Context: an optimization exercise on an open-source flow, tuned for small area, a short achievable clock period and few clock cycles. The choices shown serve that exercise and are no tape-out recipe. At most, simulation tests tie the RTL to the original design; equivalence was not proved. For runs 2 and 3, only the layout was checked, not whether the RTL still works. No activity file was given, so power comes from the tool's default toggle rates.

## flow/config.mk

```make
export PLATFORM = sky130hd
export DESIGN_NAME = obd_rx
export DESIGN_NICKNAME = obd_rx
export VERILOG_FILES = /design/flow/design.v
export SDC_FILE = /design/flow/constraint.sdc
export NUM_CORES = 4
export LEC_CHECK = 0
export ABC_AREA = 1
export CAP_MARGIN = 20
export CORE_MARGIN = 2
export CORE_UTILIZATION = 60
export CTS_BUF_LIST = sky130_fd_sc_hd__clkbuf_8
export SLEW_MARGIN = 20
```

## flow/constraint.sdc

```tcl
create_clock -name core_clock -period 10.0 [get_ports {clk}]
set_input_delay 2.0000 -clock core_clock [delete_from_list [all_inputs] [get_ports {clk}]]
set_output_delay 2.0000 -clock core_clock [all_outputs]
set_load 0.01 [all_outputs]
```

## flow/design.v

```verilog
module obd_rx (
    input  wire        clk,
    input  wire        rst,
    input  wire        start,
    input  wire [1:0]  proto,     
    input  wire [7:0]  pid,
    input  wire [7:0]  mode,
    input  wire [7:0]  cap,       
    input  wire [17:0] per,       
    output wire        idle,
    input  wire        e_valid,
    output wire        e_ready,
    input  wire [31:0] e_time,
    input  wire        e_end,     
    output reg         o_valid,
    output reg  [7:0]  o_data,
    output reg         done,
    output reg  [7:0]  status,
    output reg  [7:0]  count,     
    output reg  [6:0]  nbytes,    
    output reg         framing    
);
    localparam [7:0] ST_OK         = 8'h00;
    localparam [7:0] ST_NACK       = 8'h01;
    localparam [7:0] ST_ERR_TIMING = 8'h10;
    localparam [7:0] ST_ERR_SHORT  = 8'h11;
    localparam [7:0] ST_ERR_SID    = 8'h12;
    localparam [7:0] ST_ERR_PID    = 8'h13;
    localparam [7:0] ST_ERR_TRUNC  = 8'h14;
    localparam [7:0] ST_ERR_PROTO  = 8'h15;
    reg        busy;      
    reg        rx;        
    reg [1:0]  r_proto;
    reg [7:0]  r_pid;
    reg [7:0]  r_mode;
    reg [6:0]  r_cap;     
    reg [17:0] r_per;
    reg [19:0] m3;        
    reg [20:0] m5;        
    reg [20:0] m7;        
    reg [21:0] m9;        
    reg [21:0] h9;        
    reg        dv;
    reg        de;
    reg        sel;       
    reg [22:0] eA;        
    reg [22:0] eB;
    reg [30:0] th9n;      
    reg        act;       
    reg        stop;      
    reg [30:0] sh9n;      
    reg [9:0]  samp;      
    reg        fresh;     
    reg        ps;        
    reg [2:0]  h;
    reg [3:0]  pn;        
    reg        st0;       
    reg [3:0]  dsx;       
    reg [2:0]  nmin;      
    reg        nack;
    reg        sid_ok;
    reg        pid_ok;
    reg [7:0]  hb;        
    reg [1:0]  tag;       
    reg        trunc;     
    reg [3:0]  lhi;       
    reg [6:0]  rem;       
    assign idle    = ~busy;
    assign e_ready = rx;
    wire        take = rx & e_valid;
    wire [30:0] e_a  = e_time[30:0] + sh9n + 31'd1;
    wire [30:0] e_b  = e_time[30:0] + th9n + 31'd1;
    wire        en  = sel ? eB[22] : eA[22];
    wire [21:0] el  = sel ? eB[21:0] : eA[21:0];
    function past;
        input [21:0] x;
        input [21:0] m;
        reg   [21:0] g0, p0;
        reg   [10:0] g1, p1;
        reg   [5:0] g2, p2;
        reg   [2:0] g3, p3;
        reg   [1:0] g4, p4;
        reg   [0:0] g5, p5;
        integer      i;
        begin
            g0 = x & m;
            p0 = x | m;
            for (i = 0; i < 11; i = i + 1) begin
                g1[i] = g0[2*i+1] | (p0[2*i+1] & g0[2*i]);
                p1[i] = p0[2*i+1] & p0[2*i];
            end
            for (i = 0; i < 5; i = i + 1) begin
                g2[i] = g1[2*i+1] | (p1[2*i+1] & g1[2*i]);
                p2[i] = p1[2*i+1] & p1[2*i];
            end
            g2[5] = g1[10];
            p2[5] = p1[10];
            for (i = 0; i < 3; i = i + 1) begin
                g3[i] = g2[2*i+1] | (p2[2*i+1] & g2[2*i]);
                p3[i] = p2[2*i+1] & p2[2*i];
            end
            for (i = 0; i < 1; i = i + 1) begin
                g4[i] = g3[2*i+1] | (p3[2*i+1] & g3[2*i]);
                p4[i] = p3[2*i+1] & p3[2*i];
            end
            g4[1] = g3[2];
            p4[1] = p3[2];
            for (i = 0; i < 1; i = i + 1) begin
                g5[i] = g4[2*i+1] | (p4[2*i+1] & g4[2*i]);
                p5[i] = p4[2*i+1] & p4[2*i];
            end
            past = g5[0];
        end
    endfunction
    wire [9:0] therm;
    assign therm[9] = ~en;
    assign therm[8] = ~en | past(el, {4'd0, r_per});
    assign therm[7] = ~en | past(el, {3'd0, r_per, 1'b0});
    assign therm[6] = ~en | past(el, {2'd0, m3});
    assign therm[5] = ~en | past(el, {2'd0, r_per, 2'b0});
    assign therm[4] = ~en | past(el, {1'd0, m5});
    assign therm[3] = ~en | past(el, {1'd0, m3, 1'b0});
    assign therm[2] = ~en | past(el, {1'd0, m7});
    assign therm[1] = ~en | past(el, {1'd0, r_per, 3'b0});
    assign therm[0] = ~en | past(el, m9);
    wire        newc     = dv & ~stop & (~act | therm[9]);
    wire        fin_edge = dv & act & ~stop & therm[9];
    wire        fin_end  = de & act & ~stop;
    wire        fin      = fin_edge | fin_end;
    wire        good     = ~fresh & ~samp[0] & samp[9];
    wire [9:0]  sv       = fresh ? 10'd0 : samp;
    wire [6:0]  n1       = nbytes + 7'd1;
    wire        st_e  = fin_end & good;
    wire        st    = ps | st_e;
    wire [7:0]  b     = samp[8:1];
    wire [3:0]  pi    = pn;                             
    wire        is_m3     = (r_mode == 8'd3);
    wire        ok_so_far = (r_proto != 2'd0) & ~nack & sid_ok & (~(r_mode == 8'd1) | pid_ok);
    wire [7:0]  cb    = is_m3 ? b : hb;
    wire        cv_ok = (is_m3 | (pi != 4'd0)) & ok_so_far;
    wire        at_ds = (pi == dsx);
    wire [11:0] llen  = {lhi, cb};
    wire [6:0]  lim_s = ({3'd0, cb[3:0]} < r_cap) ? {3'd0, cb[3:0]} : r_cap;
    wire [6:0]  lim_l = (llen < {5'd0, r_cap}) ? llen[6:0] : r_cap;
    wire        p_short = at_ds & (cb[7:4] == 4'h0);
    wire        p_long  = at_ds & (cb[7:4] == 4'h1);
    wire        p_plain = at_ds & (cb[7:4] != 4'h0) & (cb[7:4] != 4'h1);
    wire        p_len   = ~at_ds & (tag == 2'd3);
    wire        p_emit  = p_plain ? (r_cap != 7'd0)
                        : (~at_ds & (tag == 2'd1 || tag == 2'd2) & (rem != 7'd0));
    wire        at_h    = st & (pi == {1'b0, h});
    wire        at_h1   = st & (pi == {1'b0, h} + 4'd1);
    wire        pv      = st & cv_ok;
    wire        nack_f  = at_h ? (b == 8'h7F) : nack;
    wire        sid_f   = at_h ? (b == r_mode + 8'h40) : sid_ok;
    wire        pid_f   = at_h1 ? (b == r_pid) : pid_ok;
    wire        trunc_f = pv ? (p_long | (trunc & ~p_len)) : trunc;
    wire [6:0]  nf      = st_e ? n1 : nbytes;
    wire [6:0]  cnt_f   = count[6:0] + {6'd0, pv & p_emit};
    reg  [7:0]  res;
    always @(*) begin
        if (r_proto == 2'd0)
            res = ST_ERR_PROTO;
        else if (nf < 7'd3)
            res = ST_ERR_TIMING;
        else if (nf < {4'd0, nmin})
            res = ST_ERR_SHORT;
        else if (nack_f)
            res = ST_NACK;
        else if (~sid_f)
            res = ST_ERR_SID;
        else if (r_mode == 8'd1 && ~pid_f)
            res = ST_ERR_PID;
        else if (trunc_f)
            res = ST_ERR_TRUNC;
        else
            res = ST_OK;
    end
    always @(posedge clk) begin
        dv      <= take & ~e_end;
        de      <= take & e_end;
        ps      <= fin_edge & good;
        o_valid <= pv & p_emit;
        done    <= de;
        if (rst) begin
            busy    <= 1'b0;
            rx      <= 1'b0;
            dv      <= 1'b0;
            de      <= 1'b0;
            ps      <= 1'b0;
            o_valid <= 1'b0;
            done    <= 1'b0;
        end else begin
            if (start & ~busy)
                busy <= 1'b1;
            if (st0)
                rx   <= 1'b1;
            if (take & e_end)
                rx <= 1'b0;
            if (de)
                busy <= 1'b0;
        end
    end
    always @(posedge clk) begin
        eA      <= {e_a[30], e_a[21:0]};
        eB      <= {e_b[30], e_b[21:0]};
        sel     <= newc;
        o_data  <= cb;       
        status  <= res;      
        m3      <= {2'd0, r_per} + {1'd0, r_per, 1'b0};
        m5      <= {3'd0, r_per} + {1'd0, r_per, 2'b0};
        m7      <= {r_per, 3'b0} - {3'd0, r_per};
        h9      <= m9 + {5'd0, r_per[17:1]};
        th9n    <= ~(e_time[30:0] + {9'd0, h9});
        st0 <= start & ~busy;
        if (start & ~busy) begin
            r_proto <= proto;
            r_pid   <= pid;
            r_mode  <= mode;
            r_cap   <= (cap > 8'd64) ? 7'd64 : cap[6:0];
            r_per   <= per;
            m9      <= {4'd0, per} + {1'd0, per, 3'b0};
        end
        if (st0) begin
            pn      <= 4'd0;
            nbytes  <= 7'd0;
            framing <= 1'b0;
            act     <= 1'b0;
            stop    <= 1'b0;
            nack    <= 1'b0;
            sid_ok  <= 1'b0;
            pid_ok  <= 1'b0;
            tag     <= 2'd0;
            trunc   <= 1'b0;
            count   <= 8'd0;         
            rem     <= 7'd0;
            h       <= 3'd0;
            dsx     <= 4'd15;
            nmin    <= 3'd0;
        end
        if (newc) begin
            sh9n  <= th9n;
            fresh <= 1'b1;
            act   <= 1'b1;
        end else if (dv & ~stop) begin
            samp  <= (sv & therm) | ({10{~sv[9]}} & ~therm);
            fresh <= 1'b0;
        end
        if (fin) begin
            if (~good) begin
                framing <= 1'b1;
                stop    <= 1'b1;
            end else begin
                nbytes <= n1;
                if (n1 == 7'd64)
                    stop <= 1'b1;
            end
        end
        if (st) begin
            if (pn != 4'd15)
                pn <= pn + 4'd1;
            hb     <= b;
            nack   <= nack_f;
            sid_ok <= sid_f;
            pid_ok <= pid_f;
            if (pi == 4'd0) begin
                if (r_proto == 2'd1)
                    h <= 3'd3;
                else
                    h <= 3'd1 + (b[7] ? 3'd2 : 3'd0) + ((b[5:0] == 6'd0) ? 3'd1 : 3'd0);
            end
            if (pi == 4'd1) begin
                dsx  <= {1'b0, h} + (is_m3 ? 4'd1 : ((r_pid != 8'd0) | (r_mode == 8'd1)) ? 4'd3 : 4'd2);
                nmin <= h + 3'd1 + (is_m3 ? 3'd0 : (r_pid == 8'd0) ? 3'd1 : 3'd2);
            end
        end
        if (pv) begin
            if (p_short) begin
                tag <= 2'd2;
                rem <= lim_s;
            end
            if (p_long) begin
                tag <= 2'd3;
                lhi <= cb[3:0];
            end
            if (p_plain) begin
                tag <= 2'd1;
                rem <= r_cap;
            end
            if (p_len) begin
                tag <= 2'd2;
                rem <= lim_l;
            end
            trunc <= trunc_f;
            if (p_emit) begin
                count  <= {1'b0, cnt_f};
                rem    <= (p_plain ? r_cap : rem) - 7'd1;
            end
        end
        if (de) begin
            if (res == ST_OK)
                count <= {1'b0, cnt_f};
            else if (res == ST_NACK)
                count <= 8'd0;
            else
                count <= 8'hFF;
        end
    end
endmodule
```

## flow/flow/run.sh

```bash
#!/bin/bash
# Standard layout, with timing repair aiming below the clock period and
# small port buffers (the repair upsizes those that need it).
export SETUP_SLACK_MARGIN=6.5
export BUFFER_PORTS_ARGS="-buffer_cell sky130_fd_sc_hd__buf_2"
bash standard.sh > standard.log 2>&1
```

## flow/standard.sh

```bash
#!/bin/bash
# synth_recipe.tcl (not shown) runs the flow's synth.tcl, then flattens the netlist and writes it again
# the make line also repeats each setting of config.mk as NAME=value (left out here)
make -C /OpenROAD-flow-scripts/flow DESIGN_CONFIG=/design/flow/config.mk WORK_HOME=/design/flow/orfs CLKGATE_MAP_FILE= SYNTH_SCRIPT=/design/flow/synth_recipe.tcl "${@:-finish}"
```

==> results of run 1 <==
[state kept, by name (all words and copies together) (netlist names), 10 cells and up]
name   flops
sh9n      31
th9n      31
eA        23
eB        23
h9        22
m9        22
m5        20
m7        20
m3        16
r_per     15
samp      10
[cell families (layout without fill, tap and decap cells)]
| family | count (synthesis) | count (layout) |
|---|---|---|
| xor gates and xnor gates | 184 | 184 |
| and+or+nand+nor | 1152 | 1152 |
| other | 1 | 4 |
| muxes | 1 | 1 |
| DFF | 337 | 337 |
| AOI/OAI and AO/OA | 575 | 575 |
| adders and majority gates | 193 | 193 |
| buffers and inverters | 328 | 528 |
[routing by layer]
metal | up-vias | share of wire, % | wire length (um)
met3 | 186 | 5.9 | 3530
met4 | 0 | 5.1 | 3030
met1 | 9195 | 41 | 24300
li1 | 9831 | - | -
met5 | - | 0 | 0
met2 | 679 | 48 | 28900
[placed cells by master (no fill, tap or decap), types with 8 or more instances in the layout]
| cell | Yosys | routed |
|---|---|---|
| nand2_1 | 599 | 592 |
| inv_1 | 268 | 278 |
| dfxtp_1 | 218 | 218 |
| nor2_1 | 197 | 195 |
| a21oi_1 | 207 | 194 |
| o21ai_0 | 188 | 176 |
| ha_1 | 185 | 174 |
| nand3_1 | 175 | 169 |
| xor2_1 | 120 | 119 |
| edfxtp_1 | 119 | 119 |
| buf_2 | 22 | 111 |
| clkbuf_8 | 0 | 66 |
| xnor2_1 | 64 | 63 |
| nand4_1 | 44 | 44 |
| nor3_1 | 44 | 43 |
| o22ai_1 | 28 | 28 |
| buf_4 | 9 | 26 |
| o211ai_1 | 23 | 23 |
| a31oi_1 | 25 | 23 |
| or2_2 | 19 | 19 |
| a21oi_2 | 7 | 17 |
| o21bai_1 | 16 | 16 |
| o21ai_1 | 12 | 16 |
| nand2_2 | 8 | 14 |
| o21ai_2 | 6 | 13 |
| clkinv_2 | 0 | 13 |
| a211oi_1 | 11 | 11 |
| nor4_1 | 14 | 11 |
| inv_2 | 6 | 10 |
| nand3b_1 | 10 | 10 |
| ha_4 | 0 | 9 |
| clkinv_1 | 3 | 8 |
| a221oi_1 | 8 | 8 |
[report_power, final]
part	internal (W)	leakage [nW]	switching [W]
clock	0.000710	0.679	0.000580
combinational	0.000561	7.52	0.000959
sequential	0.00166	2.93	0.000140
[worst max path at each step]
stage	startpoint	to	slack, ns	depth (start not counted)
floorplan	per[0]	m9[19]	6.20	13
finish	e_time[0]	th9n[20]	6.55	12
detailed placement	e_time[0]	th9n[20]	5.68	12
CTS	e_time[0]	th9n[20]	6.51	12
global route	r_mode[6]	count[6]	6.39	24
global placement	e_time[0]	th9n[20]	5.67	12
[critical path: stages]
cell	delay, ns
buf_2	0.17
ha_4	0.19
fa_2	0.42
nand3_2	0.08
nand2_2	0.09
a21oi_4	0.18
nor2_1	0.07
nor2_2	0.15
o21ai_2	0.11
a21oi_2	0.18
o21bai_1	0.14
xnor2_2	0.23
[through the flow]
step | worst slack [ns] | util (%) | hold slack, ns | area, um^2
after CTS | 6.51 | 68.2 | 0.436 | 24300
final | 6.55 | 68.8 | 0.434 | 24500
after floorplan | 6.20 | - | 0.408 | 22100
after global routing | 6.39 | 68.8 | 0.437 | 24500
after global placement | 5.67 | 64.7 | 0.419 | 23100
after detailed placement | 5.68 | 64.7 | 0.421 | 23100
[Yosys cell counts, types with 16 or more instances]
cell      instances  area (um^2)
o21bai_1         16          120
xor2_1          120         1050
o211ai_1         23          173
edfxtp_1        119         3570
o21ai_0         188          941
inv_1           268         1010
or2_2            19          119
buf_2            22          110
a31oi_1          25          156
o22ai_1          28          175
ha_1            185         2310
nor3_1           44          220
a21oi_1         207         1040
xnor2_1          64          561
nand2_1         599         2250
nor2_1          197          739
nand3_1         175          876
dfxtp_1         218         4360
nand4_1          44          275
[repair_timing]
action,CTS,global route
pin swaps,0,9
cloned,0,0
setup endpoints to repair,2,14
setup buffers,0,16
hold buffers,0,0
gates resized for setup,5,14
[cell type report]
type / instances / area (um^2) / share of cell area, %
repair buffers: 137 / 751 / 3.06
clock inverters: 42 / 300 / 1.22
flip-flops and latches: 337 / 7940 / 32.4
clock buffers: 66 / 908 / 3.71
multi-input cells: 2109 / 12900 / 52.8
inverters: 283 / 1100 / 4.48
well taps: 461 / 577 / 2.35
==> flow_summary.yaml, run 1 <==
global_route:
  track_usage_pct: 31.1
  grtUsageMet1_pct: 37.1
  antenna_found_initial: 0
  busiest_layer: "met2"
  grt_max_degree: 64
  grt_pass1_vias: 19273
  use_met3_pct: 3.87
  globalRouteMet2Util_pct: 54.9
  grt-ovfl-total: 0
  grt_first_pass_wirelength_um: 94600
yosys:
  syn_area_um2: 21800
  async_flop_share_pct: 0
  synth_seq_cells: 337
  ys.flop_type: "dfxtp_1"
  synthCells: 2771
  synth_xor_area_share_pct: 7.39
  yosys_warnings: 1
  synth_top_family_by_area: "simple AND/OR/NAND/NOR gates"
  synth_edf_count: 119
  synth-compound-area-share_pct: 15.2
  syn_area_per_cell_um2: 7.87
  ys_seq_area_share_pct: 36.4
  yosys.area_share.simple_pct: 23.5
  netlist-cell-type-count: 68
  synthMuxAreaShare_pct: 0.0459
  synth_fa_ha_area_share_pct: 11.3
critical_path:
  cp-end-kind: "flop"
  ff2ff_path_depth: 24
  crit_arrival_ns: 4.02
  required_ns: 10.57
  cp_max_fo: 3
  worstReg2RegEnd: "count[6]"
  ff2ff_setup_slack_ns: 6.63
  start_kind: "primary input"
  timing.rr.start: "r_mode[6]"
  crit_type: "in2reg"
place:
  gp_congestion: 0.936
  port_buffers: 111
  dp_hpwl_um: 46500
  place_inst: 3311
sta:
  rsz0062_at_grt: "yes"
  finalCritPeriodShare_pct: 34.5
  setup_viol: 0
  slew_viol_final: 0
  worst_pin_slew_ns: 1.03
  setup-tns-final_ns: 0
  max-slew-margin-rel_pct: 30.6
  finalWorstPathRequiredPeriod_ns: 3.45
  skew_ns: 0.0391
  max_freq_ghz: 0.290
  hold_violations: 0
route:
  drt-vias-per-instance: 5.79
  postRouteAntennaNets: 0
  initialDrtViolationCount: 1312
  drc: 0
  routed_wl_um: 59800
  vias: 19891
  drtPass1Iterations: 6
  routedWlPerCell_um: 17.4
clocking:
  clock_sinks: 337
  clk_path_buf_depth: 3
  cts_buffers: 57
  insertion_delay_ns: 0.67
  path_clk_slew_ns: 0.06
  htreeDepth: 2
  cts_tree: "done"
  cts_root_buf: "clkbuf_8"
worst_hold_path:
  min-delay-path-class: "reg2reg"
  hold_end: "sh9n[25]"
  hold_depth: 0
  hp-start: "th9n[25]"
cells_and_area:
  antenna_cells: 0
  syn2layout_area_growth_pct: 12.4
  drive_gt1_share_pct: 12.5
  nFillCells: 2966
  nNetsFinal: 3199
  fin_cells: 3435
pwr:
  p_per_area_nw_per_um2: 188
  totalPowerFinal_w: 0.00461
  max-vdd-ir-drop_uv: 160
  p_leak_nw: 11.1
floorplan:
  core-area_um2: 35700
  start_util_pct: 61.2
  die_y_um: 195
  std_cell_rows: 69
  ios: 117
  die_area_um2: 37900
  die-width_um: 195
status:
  status: "no timing/DRC/antenna violations"
flow_run:
  maxCapViolCount: 0
Testbench counts, summed over its fixed seeds: cycles 18,436.
==> run 2, diff against run 1 <==
--- a/flow/design.v
+++ b/flow/design.v
@@ -42,2 +42,5 @@
     reg [21:0] h9;        
+    reg        iv;
+    reg        ie;
+    reg [30:0] it;
     reg        dv;
@@ -70,4 +73,4 @@
     wire        take = rx & e_valid;
-    wire [30:0] e_a  = e_time[30:0] + sh9n + 31'd1;
-    wire [30:0] e_b  = e_time[30:0] + th9n + 31'd1;
+    wire [30:0] e_a  = it + sh9n + 31'd1;
+    wire [30:0] e_b  = it + th9n + 31'd1;
     wire        en  = sel ? eB[22] : eA[22];
@@ -179,4 +182,6 @@
     always @(posedge clk) begin
-        dv      <= take & ~e_end;
-        de      <= take & e_end;
+        iv      <= take & ~e_end;
+        ie      <= take & e_end;
+        dv      <= iv;
+        de      <= ie;
         ps      <= fin_edge & good;
@@ -187,2 +192,4 @@
             rx      <= 1'b0;
+            iv      <= 1'b0;
+            ie      <= 1'b0;
             dv      <= 1'b0;
@@ -193,6 +200,6 @@
         end else begin
-            if (start & ~busy)
+            if (start & ~busy) begin
                 busy <= 1'b1;
-            if (st0)
                 rx   <= 1'b1;
+            end
             if (take & e_end)
@@ -213,3 +220,4 @@
         h9      <= m9 + {5'd0, r_per[17:1]};
-        th9n    <= ~(e_time[30:0] + {9'd0, h9});
+        it      <= e_time[30:0];
+        th9n    <= ~(it + {9'd0, h9});
         st0 <= start & ~busy;
==> run 2 against run 1 <==
  * Still clean on timing, DRC and antenna
  * Synthesized cell count grew 0.25%
  * Die area grew 2.9%
  * Critical path depth grew 2
  * Highest routed layer unchanged
==> flow_summary.yaml, run 2 <==
yosys:
  synth-compound-area-share_pct: 14.6
  synth.top_cells.by_area: "dfxtp_1 (22%), edfxtp_1 (16%), ha_1 (10%)"
  yosys_warnings: 1
  syn_area_um2: 22500
  synth_top_family_by_area: "simple AND/OR/NAND/NOR gates"
  synthCells: 2778
  ys.flop_type: "dfxtp_1"
  netlist-cell-type-count: 72
  yosysTopAreaCellShare_pct: 22.4
  synth_seq_cells: 370
  yosysMostFrequentCell: "nand2_1"
  synthMuxAreaShare_pct: 0.0446
  yosys.area_share.simple_pct: 22.9
  async_flop_share_pct: 0
  synth_edf_count: 119
  ys_top_cells_by_count: "nand2_1 (577), inv_1 (254), dfxtp_1 (251), a21oi_1 (211), nor2_1 (200)"
  synth_xor_area_share_pct: 7.29
  synth_largest_area_cell: "dfxtp_1"
  syn_area_per_cell_um2: 8.08
  synth_fa_ha_area_share_pct: 11.1
  ys_seq_area_share_pct: 38.3
place:
  pre_cts_ws_ns: 5.81
  gp_congestion: 0.946
  dp_hpwl_um: 46200
  port_buffers: 111
route:
  routed_wl_um: 61000
  initialDrtViolationCount: 1498
  drtPass1Iterations: 8
  drt-vias-per-instance: 5.78
  routedWlPerCell_um: 17.6
  vias: 20047
  postRouteAntennaNets: 0
  drc: 0
pwr:
  p_sw_share_pct: 34.4
  max-vdd-ir-drop_uv: 196
  p_per_area_nw_per_um2: 192
  p_leak_nw: 11.4
  power_frac_clock_pct: 31.3
  p_int_w: 0.00317
  seq_power_share_pct: 40.1
  p_switching_w: 0.00166
  power_frac_comb_pct: 28.5
status:
  status: "no timing/DRC/antenna violations"
clocking:
  ctsHoldBuffers: 0
  path_clk_slew_ns: 0.05
  htreeDepth: 3
  clock_sinks: 370
  cts_tree: "done"
  clk_path_buf_depth: 3
  cts_root_buf: "clkbuf_8"
  insertion_delay_ns: 0.64
  cts_buffers: 67
global_route:
  grt_first_pass_wirelength_um: 97200
  track_usage_pct: 31.4
  antenna_found_initial: 0
  grt-ovfl-total: 0
  grt_pass1_vias: 19420
  grt_max_degree: 65
cells_and_area:
  nNetsFinal: 3222
  top_regs: "it: 31 flops, sh9n: 31 flops, th9n: 31 flops"
  drive_gt1_share_pct: 12.1
  layout.cells.most_common: "nand2_1"
  syn2layout_area_growth_pct: 12.1
  final_cell_mix: "nand2_1 (574), inv_1 (263), dfxtp_1 (250), a21oi_1 (209), nor2_1 (197)"
critical_path:
  ff2ff_setup_slack_ns: 6.83
  crit_type: "in2reg"
  ff2ff_path_depth: 23
  cp-end-kind: "flop"
  worstReg2RegEnd: "count[6]"
  crit_arrival_ns: 3.81
  start_kind: "primary input"
  cp_max_fo: 3
  required_ns: 10.37
  timing.rr.start: "r_mode[6]"
worst_hold_path:
  hp-start: "ie"
  hold_depth: 2
  min-delay-path-class: "reg2reg"
  hold_end: "de"
sta:
  worst_pin_slew_ns: 1.03
  max-slew-margin-rel_pct: 30.2
  setup_slack_ns: 6.57
  slew_viol_final: 0
  max_freq_ghz: 0.291
  rsz0062_at_grt: "no"
  skew_ns: 0.0389
  setup-tns-final_ns: 0
  holdWs_ns: 0.401
  hold_violations: 0
  setup_viol: 0
  finalCritPeriodShare_pct: 34.3
  finalWorstPathRequiredPeriod_ns: 3.43
floorplan:
  core-area_um2: 36700
  ios: 117
  die-width_um: 197
  die_y_um: 197
  start_util_pct: 61.2
  die_area_um2: 39000
  std_cell_rows: 70
flow_run:
  maxCapViolCount: 0
-- run 2: per-stage QoR --
step | power, W | area, um^2 | util [%] | std cells
2_1_floorplan | 0.00292 | 22500 | - | 2781
3_3_place_gp | 0.00327 | 23500 | 63.9 | 3322
3_5_place_dp | 0.00331 | 23500 | 63.9 | 3322
4_1_cts | 0.00482 | 25000 | 68.0 | 3445
6_report | 0.00483 | 25200 | 68.6 | 3467
5_1_grt | 0.00510 | 25200 | 68.6 | 3466
-- run 2: kinds of logic after synthesis --
| group | after synthesis |
|---|---|
| XOR/XNOR | 187 |
| AND/OR/NAND/NOR | 1140 |
| other | 1 |
| multiplexers | 1 |
| adder cells (fa/ha/maj) | 195 |
| buffers and inverters | 314 |
| flip-flops | 370 |
| AO/OA/AOI/OAI | 570 |
-- run 2: worst max-delay path: stages --
cell and delay [ns]:
buf_6 0.09, ha_4 0.14, inv_2 0.04, fa_2 0.36, nor2_2 0.14, nand4_1 0.11
nand3_2 0.11, nand2_2 0.08, o21ai_2 0.16, nand2_2 0.10, o21ai_4 0.17, a21oi_2 0.08
nor2_2 0.14, xor2_1 0.08
-- run 2: area by class of cell --
class	count	area, um^2
clock inverter	36	279
antenna	1	2.50
sequential	370	8600
timing repair buffer	142	797
clock buffer	84	1160
multi-input combinational	2097	12700
inverter	269	1030
fill	3087	11500
tap	468	586
-- run 2: power by group through the flow --
| stage | Clock (W) | Sequential (W) | Combinational (W) |
|---|---|---|---|
| floorplan | 0 | 0.00190 | 0.00101 |
| global placement | 0 | 0.00197 | 0.00130 |
| detailed placement | 0 | 0.00197 | 0.00134 |
| CTS | 0.00154 | 0.00194 | 0.00135 |
| global route | 0.00160 | 0.00196 | 0.00154 |
| finish | 0.00151 | 0.00194 | 0.00138 |
-- run 2: repair_timing --
| item | 4_1_cts | 5_1_grt |
|---|---|---|
| buffers inserted | 3 | 21 |
| setup endpoints to repair | 5 | 16 |
| gates resized for setup | 7 | 18 |
| pin swaps | 4 | 14 |
-- run 2: worst max path at each step --
stage	endpoint	depth (start not counted)	startpoint
2_1_floorplan	m9[19]	13	per[0]
3_3_place_gp	m9[19]	14	per[3]
3_5_place_dp	m9[19]	14	per[3]
4_1_cts	m9[19]	14	per[3]
5_1_grt	rem[1]	22	r_mode[6]
6_report	m9[19]	14	per[3]
-- run 2: metal layers --
layer	up-vias	global-route usage, %	routed length, um
li1	9871	-	-
met1	9232	38.1	25000
met2	757	54.3	29200
met3	187	4.93	3890
met4	0	15.1	2850
met5	-	0	0
==> run 3, diff against run 2 <==
--- a/flow/config.mk
+++ b/flow/config.mk
@@ -10,4 +10,6 @@
 export CORE_MARGIN = 2
-export CORE_UTILIZATION = 60
-export CTS_BUF_LIST = sky130_fd_sc_hd__clkbuf_8
+export CORE_UTILIZATION = 70
+export CTS_BUF_LIST = sky130_fd_sc_hd__clkbuf_16
+export CTS_CLUSTER_DIAMETER = 80
+export CTS_CLUSTER_SIZE = 30
 export SLEW_MARGIN = 20
==> run 3 against run 2 <==
  * Still clean
  * Clock skew down 0.0099 ns
  * Wire length up 3.4%
  * Count of clock-buffer cells in the layout down 63
  * Utilization up 9.2 points
  * Critical path depth down 2
  * Worst hold slack better by 0.021 ns
  * Sequential power about the same
  * Register-to-register slack worse by 0.28 ns
  * Power down 9.3%
  * Clock power down 32%
  * Critical endpoint is now m9[13]
  * Largest cell class unchanged
  * Highest routed layer unchanged
==> flow_summary.yaml, run 3 <==
floorplan:
  std_cell_rows: 65
  die-width_um: 183
  ios: 117
  die_area_um2: 33500
  core-area_um2: 31600
  start_util_pct: 71.2
  die_y_um: 183
place:
  port_buffers: 111
  dp_hpwl_um: 46500
  gp_congestion: 1.00
yosys:
  yosysMostFrequentCell: "nand2_1"
  synthCells: 2778
  ys_seq_area_share_pct: 38.3
  syn_area_um2: 22500
  yosys_warnings: 1
  ys.flop_type: "dfxtp_1"
  yosysTopAreaCellShare_pct: 22.4
  synth.top_cells.by_area: "dfxtp_1 (22%), edfxtp_1 (16%), ha_1 (10%)"
  synth_edf_count: 119
  async_flop_share_pct: 0
  syn_area_per_cell_um2: 8.08
  synth_largest_area_cell: "dfxtp_1"
  synth_seq_cells: 370
  ys_top_cells_by_count: "nand2_1 (577), inv_1 (254), dfxtp_1 (251), a21oi_1 (211), nor2_1 (200)"
  netlist-cell-type-count: 72
route:
  drc: 0
  routed_wl_um: 63100
  drt-vias-per-instance: 6.27
  routedWlPerCell_um: 18.9
  initialDrtViolationCount: 2031
  drtPass1Iterations: 8
  postRouteAntennaNets: 0
  vias: 20888
pwr:
  seq_power_share_pct: 44.3
  power_frac_comb_pct: 32.4
  p_switching_w: 0.00161
  power_frac_clock_pct: 23.3
  p_sw_share_pct: 36.8
  p_leak_nw: 11.1
  max-vdd-ir-drop_uv: 213
  p_int_w: 0.00277
  p_per_area_nw_per_um2: 178
cells_and_area:
  multi_input_area_um2: 12800
  final_cell_mix: "nand2_1 (575), inv_1 (252), dfxtp_1 (250), a21oi_1 (207), nor2_1 (197)"
  syn2layout_area_growth_pct: 9.34
  nFillCells: 2247
  ff_latch_area_um2: 8600
  drive_gt1_share_pct: 10.8
  nNetsFinal: 3192
  layout.cells.most_common: "nand2_1"
  antenna_cells: 0
  top_regs: "it: 31 flops, sh9n: 31 flops, th9n: 31 flops"
critical_path:
  path_cells: "buf_2, ha_1, a21oi_1, nand3_2, nand2_2, o21ai_2, buf_4, buf_4, buf_4, buf_4, buf_4, xor2_1"
  cp_max_fo: 5
  crit_type: "in2reg"
  cpPeakStageDelay_ns: 0.37
  crit_buf_inv: 6
  timing.rr.start: "r_per[17]"
  cp-end-kind: "flop"
  ff2ff_setup_slack_ns: 6.55
  crit_arrival_ns: 3.85
  cp_common_cell: "buf_4"
  crit_family: "buffers and inverters"
  required_ns: 10.32
  ff2ff_path_depth: 7
  worst_path_max_delay_cell: "ha_1"
  worstReg2RegEnd: "m7[19]"
  start_kind: "primary input"
worst_hold_path:
  hold_depth: 2
  hold_end: "dv"
  hp-start: "iv"
  min-delay-path-class: "reg2reg"
status:
  status: "no timing/DRC/antenna violations"
sta:
  setup_viol: 0
  worst_pin_slew_ns: 0.960
  max-slew-margin-rel_pct: 35.2
  finalWorstPathRequiredPeriod_ns: 3.53
  skew_ns: 0.0290
  max_freq_ghz: 0.283
  holdWs_ns: 0.422
  slew_viol_final: 0
  setup-tns-final_ns: 0
  finalCritPeriodShare_pct: 35.3
  rsz0062_at_grt: "yes"
  hold_violations: 0
clocking:
  insertion_delay_ns: 0.56
  cts_root_buf: "clkbuf_16"
  path_clk_slew_ns: 0.11
  htreeDepth: 1
  cts_buffers: 20
  clock_sinks: 370
  cts_tree: "done"
  clk_path_buf_depth: 3
global_route:
  grt_pass1_vias: 19913
  grt_max_degree: 65
  grt_first_pass_wirelength_um: 98300
  antenna_found_initial: 0
  grt-ovfl-total: 0
  track_usage_pct: 36.4
flow_run:
  maxCapViolCount: 0
-- run 3: cell families (layout without fill, tap and decap cells) --
group | count (synthesis) | after routing | synth area share [%]
AO/OA/AOI/OAI | 570 | 570 | 14.6
XOR/XNOR | 187 | 187 | 7.29
adder cells (fa/ha/maj) | 195 | 195 | 11.1
buffers and inverters | 314 | 464 | 5.76
flip-flops | 370 | 370 | 38.3
multiplexers | 1 | 1 | 0.0446
other | 1 | 4 | 0.0167
AND/OR/NAND/NOR | 1140 | 1140 | 22.9
-- run 3: worst min-delay path, stage by stage (launching register included) --
cell	delay (ns)
dfxtp_1	0.31
inv_1	0.04
nor2_1	0.04
-- run 3: worst max-delay path by stage --
stage	start	endpoint	slack [ns]	cells past startpoint
after detailed placement	per[3]	m9[19]	5.86	14
final	per[5]	m9[13]	6.47	12
after CTS	per[0]	m9[19]	6.50	14
after floorplan	per[0]	m9[19]	6.24	13
after global placement	per[3]	m9[19]	5.95	14
after global routing	per[3]	m9[19]	6.42	14
-- run 3: power groups by stage --
| stage | clock, W | combinational, W | sequential (W) |
|---|---|---|---|
| finish | 0.00102 | 0.00142 | 0.00194 |
| global placement | 0 | 0.00129 | 0.00196 |
| detailed placement | 0 | 0.00134 | 0.00197 |
| floorplan | 0 | 0.00101 | 0.00190 |
| CTS | 0.00103 | 0.00136 | 0.00194 |
| global route | 0.00108 | 0.00156 | 0.00195 |
-- run 3: area by class of cell --
type	instances	area share, %
Multi-Input combinational cell	2097	51.9
Sequential cell	370	35.0
Inverter	269	4.18
Timing Repair Buffer	159	3.80
Clock buffer	21	2.14
Tap cell	402	2.05
Clock inverter	15	0.871
-- run 3: through the flow --
stage	instances	total power [W]	util [%]	area [um^2]	setup WS [ns]
2_1_floorplan	2781	0.00292	-	22500	6.24
3_3_place_gp	3257	0.00325	74.1	23400	5.95
4_1_cts	3310	0.00432	77.0	24300	6.50
3_5_place_dp	3257	0.00330	74.1	23400	5.86
5_1_grt	3333	0.00459	77.8	24600	6.42
6_report	3333	0.00438	77.8	24600	6.47
-- run 3: layer usage --
metal | global-route usage, % | wire (um) | vias to the layer above
li1 | - | - | 9806
met1 | 43.5 | 24300 | 9757
met2 | 64.3 | 30600 | 1085
met3 | 5.26 | 4860 | 240
met4 | 17.8 | 3370 | 0
met5 | 0 | 0 | -
-- run 3: repair_timing --
item | 4_1_cts | 5_1_grt
buffers inserted | 17 | 23
setup endpoints to repair | 7 | 13
endpoints found under the hold margin | 0 | 0
pin swaps | 9 | 15
hold buffers | 0 | 0
resized for setup | 9 | 24
==> run 4, diff against run 3 <==
--- a/flow/design.v
+++ b/flow/design.v
@@ -42,5 +42,2 @@
     reg [21:0] h9;        
-    reg        iv;
-    reg        ie;
-    reg [30:0] it;
     reg        dv;
@@ -69,3 +66,3 @@
     reg [3:0]  lhi;       
-    reg [6:0]  rem;       
+    reg [6:0]  lim;       
     assign idle    = ~busy;
@@ -73,4 +70,4 @@
     wire        take = rx & e_valid;
-    wire [30:0] e_a  = it + sh9n + 31'd1;
-    wire [30:0] e_b  = it + th9n + 31'd1;
+    wire [30:0] e_a  = e_time[30:0] + sh9n + 31'd1;
+    wire [30:0] e_b  = e_time[30:0] + th9n + 31'd1;
     wire        en  = sel ? eB[22] : eA[22];
@@ -145,4 +142,3 @@
     wire [11:0] llen  = {lhi, cb};
-    wire [6:0]  lim_s = ({3'd0, cb[3:0]} < r_cap) ? {3'd0, cb[3:0]} : r_cap;
-    wire [6:0]  lim_l = (llen < {5'd0, r_cap}) ? llen[6:0] : r_cap;
+    wire [6:0]  lim_l = (llen[11:6] != 6'd0) ? 7'd64 : {1'b0, llen[5:0]};
     wire        p_short = at_ds & (cb[7:4] == 4'h0);
@@ -152,3 +148,3 @@
     wire        p_emit  = p_plain ? (r_cap != 7'd0)
-                        : (~at_ds & (tag == 2'd1 || tag == 2'd2) & (rem != 7'd0));
+                        : (~at_ds & (tag == 2'd2) & (count[6:0] < lim) & (count[6:0] < r_cap));
     wire        at_h    = st & (pi == {1'b0, h});
@@ -182,6 +178,4 @@
     always @(posedge clk) begin
-        iv      <= take & ~e_end;
-        ie      <= take & e_end;
-        dv      <= iv;
-        de      <= ie;
+        dv      <= take & ~e_end;
+        de      <= take & e_end;
         ps      <= fin_edge & good;
@@ -192,4 +186,2 @@
             rx      <= 1'b0;
-            iv      <= 1'b0;
-            ie      <= 1'b0;
             dv      <= 1'b0;
@@ -200,6 +192,6 @@
         end else begin
-            if (start & ~busy) begin
+            if (start & ~busy)
                 busy <= 1'b1;
+            if (st0)
                 rx   <= 1'b1;
-            end
             if (take & e_end)
@@ -220,4 +212,3 @@
         h9      <= m9 + {5'd0, r_per[17:1]};
-        it      <= e_time[30:0];
-        th9n    <= ~(it + {9'd0, h9});
+        th9n    <= ~(e_time[30:0] + {9'd0, h9});
         st0 <= start & ~busy;
@@ -243,3 +234,3 @@
             count   <= 8'd0;         
-            rem     <= 7'd0;
+            lim     <= 7'd0;
             h       <= 3'd0;
@@ -287,3 +278,3 @@
                 tag <= 2'd2;
-                rem <= lim_s;
+                lim <= {3'd0, cb[3:0]};
             end
@@ -294,4 +285,4 @@
             if (p_plain) begin
-                tag <= 2'd1;
-                rem <= r_cap;
+                tag <= 2'd2;
+                lim <= 7'd64;
             end
@@ -299,3 +290,3 @@
                 tag <= 2'd2;
-                rem <= lim_l;
+                lim <= lim_l;
             end
@@ -304,3 +295,2 @@
                 count  <= {1'b0, cnt_f};
-                rem    <= (p_plain ? r_cap : rem) - 7'd1;
             end
==> run 4 against run 3 <==
  * Design area fell by 2.2%
  * Combinational power rose by 15%
  * Global-route usage rose by 0.54 points
  * First-iteration DRC count is 9.1% higher
  * Sequential share of layout area is 2.0 points lower
  * Non-clock buffer count is 31 lower
  * Flip-flop and latch count shrank 33
  * Largest power group unchanged
  * Critical path type unchanged
==> flow_summary.yaml, run 4 <==
yosys:
  synthCells: 2889
  synth_seq_cells: 337
  ys_top_cells_by_count: "nand2_1 (711), inv_1 (292), nor2_1 (225), dfxtp_1 (218), a21oi_1 (212)"
  syn_area_per_cell_um2: 7.61
  synth_largest_area_cell: "dfxtp_1"
  yosysTopAreaCellShare_pct: 19.8
  ys.flop_type: "dfxtp_1"
  async_flop_share_pct: 0
  ys_seq_area_share_pct: 36.1
  synth.top_cells.by_area: "dfxtp_1 (20%), edfxtp_1 (16%), nand2_1 (12%)"
  synth_edf_count: 119
  netlist-cell-type-count: 65
  yosys_warnings: 1
  syn_area_um2: 22000
  yosysMostFrequentCell: "nand2_1"
cells_and_area:
  drive_gt1_share_pct: 9.93
  nFillCells: 2151
  top_regs: "sh9n: 31 flops, th9n: 31 flops"
  syn2layout_area_growth_pct: 9.22
  antenna_cells: 0
  final_cell_mix: "nand2_1 (700), inv_1 (287), nor2_1 (219), dfxtp_1 (218), a21oi_1 (198)"
  nNetsFinal: 3277
  layout.cells.most_common: "nand2_1"
place:
  port_buffers: 111
  gp_congestion: 0.956
  dp_hpwl_um: 48100
critical_path:
  required_ns: 10.45
  cp-end-kind: "flop"
  crit_arrival_ns: 3.88
  start_kind: "primary input"
  cp_max_fo: 4
  crit_type: "in2reg"
clocking:
  ctsHoldBuffers: 0
  cts_tree: "done"
  path_clk_slew_ns: 0.11
  clock_sinks: 337
  insertion_delay_ns: 0.54
  cts_root_buf: "clkbuf_16"
  cts_buffers: 18
  htreeDepth: 1
  clk_path_buf_depth: 3
route:
  wl_met2_um: 29300
  postRouteAntennaNets: 0
  highest_layer: "met4"
  wl_met1_um: 25900
  vias: 20864
  drt-vias-per-instance: 6.13
  routed_wl_um: 63400
  drc: 0
  drtPass1Iterations: 6
  routedWlPerCell_um: 18.6
  initialDrtViolationCount: 2216
  dr_wl_met3_um: 4960
global_route:
  grt_first_pass_wirelength_um: 97700
  grt_max_degree: 64
  track_usage_pct: 36.9
  grt-ovfl-total: 0
  antenna_found_initial: 0
  grt_pass1_vias: 19443
sta:
  setup-tns-final_ns: 0
  rsz0062_at_grt: "yes"
  finalCritPeriodShare_pct: 34.4
  setup_viol: 0
  slew_viol_final: 0
  worst_pin_slew_ns: 0.850
  max_freq_ghz: 0.291
  max-slew-margin-rel_pct: 43.4
  finalWorstPathRequiredPeriod_ns: 3.44
  skew_ns: 0.0239
  hold_violations: 0
floorplan:
  die-width_um: 181
  std_cell_rows: 64
  die_area_um2: 32800
  start_util_pct: 71.5
  ios: 117
  die_y_um: 181
  core-area_um2: 30700
worst_hold_path:
  min-delay-path-class: "reg2reg"
pwr:
  totalPowerFinal_w: 0.00433
  p_per_area_nw_per_um2: 180
  max-vdd-ir-drop_uv: 201
  p_leak_nw: 11.1
status:
  status: "no timing/DRC/antenna violations"
flow_run:
  maxCapViolCount: 0
## run 4: cell count changes after synthesis, sizes merged, moves of 8 or more
cell / change
nand2: +114
inv: +41
dfxtp: -33
nor2: +20
xnor2: -14
nand3: +11
nand4: -11
o21ai: +10
o22ai: -8
## run 4: cell type report
class / instances / area, um^2 / area share [%]
clock buffers: 19 / 475 / 1.98
clock inverters: 13 / 145 / 0.604
inverters: 309 / 1180 / 4.91
multi-input cells: 2204 / 13100 / 54.4
flip-flops and latches: 337 / 7940 / 33.0
well taps: 396 / 495 / 2.06
repair buffers: 128 / 712 / 2.96
## run 4: metrics by stage
step	instances	area [um^2]	hold WS, ns	util (%)	setup slack (ns)
after CTS	3396	23700	0.445	77.2	6.51
after global placement	3360	23000	0.418	74.9	5.90
final	3406	24000	0.452	78.1	6.56
after floorplan	2892	22200	0.408	-	6.36
after global routing	3406	24000	0.463	78.1	6.39
after detailed placement	3360	23000	0.419	74.9	5.84
## run 4: cell families after synthesis
| logic type | share of synthesized area, % |
|---|---|
| xor gates and xnor gates | 6.77 |
| AOI/OAI and AO/OA | 14.5 |
| other | 0.0171 |
| adders and majority gates | 11.5 |
| DFF | 36.1 |
| buffers and inverters | 6.54 |
| and+or+nand+nor | 24.5 |
## run 4: worst paths after layout
check        startpoint  endpoint  slack [ns]  cells past startpoint
min            th9n[10]  sh9n[10]        0.45                      0
max           e_time[0]    eA[22]        6.56                     15
min reg2reg    th9n[10]  sh9n[10]        0.45                      0
max reg2reg   r_mode[6]  count[6]        6.58                     22
## run 4: critical path, cell delays in order
cell and delay (ns):
buf_6 0.12, inv_16 0.05, ha_4 0.11, inv_2 0.04, fa_2 0.37, nand3_2 0.10, nand2_4 0.08, a21oi_4 0.17
o21ai_2 0.08, nand3_1 0.09, o211ai_1 0.25, nand3_1 0.19, nand2_1 0.07, nand2_1 0.09, nand2_1 0.05
## run 4: layer usage
layer / vias to the layer above / global-route usage, %
li1: 10001 / -
met1: 9544 / 46.9
met2: 1089 / 62.2
met3: 230 / 5.44
met4: 0 / 17.2
met5: - / 0
## run 4: repair_timing
action,4_1_cts,5_1_grt
endpoints found under the hold margin,0,0
pin swaps,5,15
cloned,1,0
setup endpoints to repair,12,28
gates resized for setup,12,43
buffers inserted,3,9
## run 4: power by group
| group | internal, W | switching (W) | leakage [nW] |
|---|---|---|---|
| Combinational | 0.000592 | 0.00104 | 7.84 |
| Sequential | 0.00166 | 0.000153 | 2.93 |
| Clock | 0.000375 | 0.000505 | 0.312 |
| Total | 0.00263 | 0.00170 | 11.1 |
Testbench counts of run 4, summed over its fixed seeds: cycles 18,436.

==> re-timing with driven ports <==
How much do the figures lean on ideal ports? The routed layouts below were timed once more, with nothing changed but the port constraints.
Step 1, drivers: a clkbuf_16 drives clk and a buf_2 each remaining input, both assumed.
Step 2 adds t to the input delays and takes it off the output delays; t is the mean of the earliest and latest rising clock arrival at the registers after step 1. Input paths then give back, and output paths get back, about the clock's delay inside the block.
Slacks: no drivers / after step 1 / after step 2; pairs: no drivers / after step 1.
| run | t (ns) | slack for setup (ns) | worst setup path after step 2 | slew at the worst register clock pin (ns) |
|---|---|---|---|---|
| run 1 | 0.703 | 6.550 / 6.580 / 5.878 | input to register | 0.07 / 0.07 |
| run 2 | 0.675 | 6.565 / 6.581 / 5.906 | input to register | 0.07 / 0.07 |
| run 3 | 0.603 | 6.471 / 6.493 / 5.891 | input to register | 0.12 / 0.12 |
| run 4 | 0.581 | 6.563 / 6.577 / 6.003 | input to register | 0.11 / 0.11 |
After both steps setup and hold are still met in every run listed. The setup slack of run 1, which loses most, moves by +0.030 ns with the drivers and by -0.672 ns with both steps.
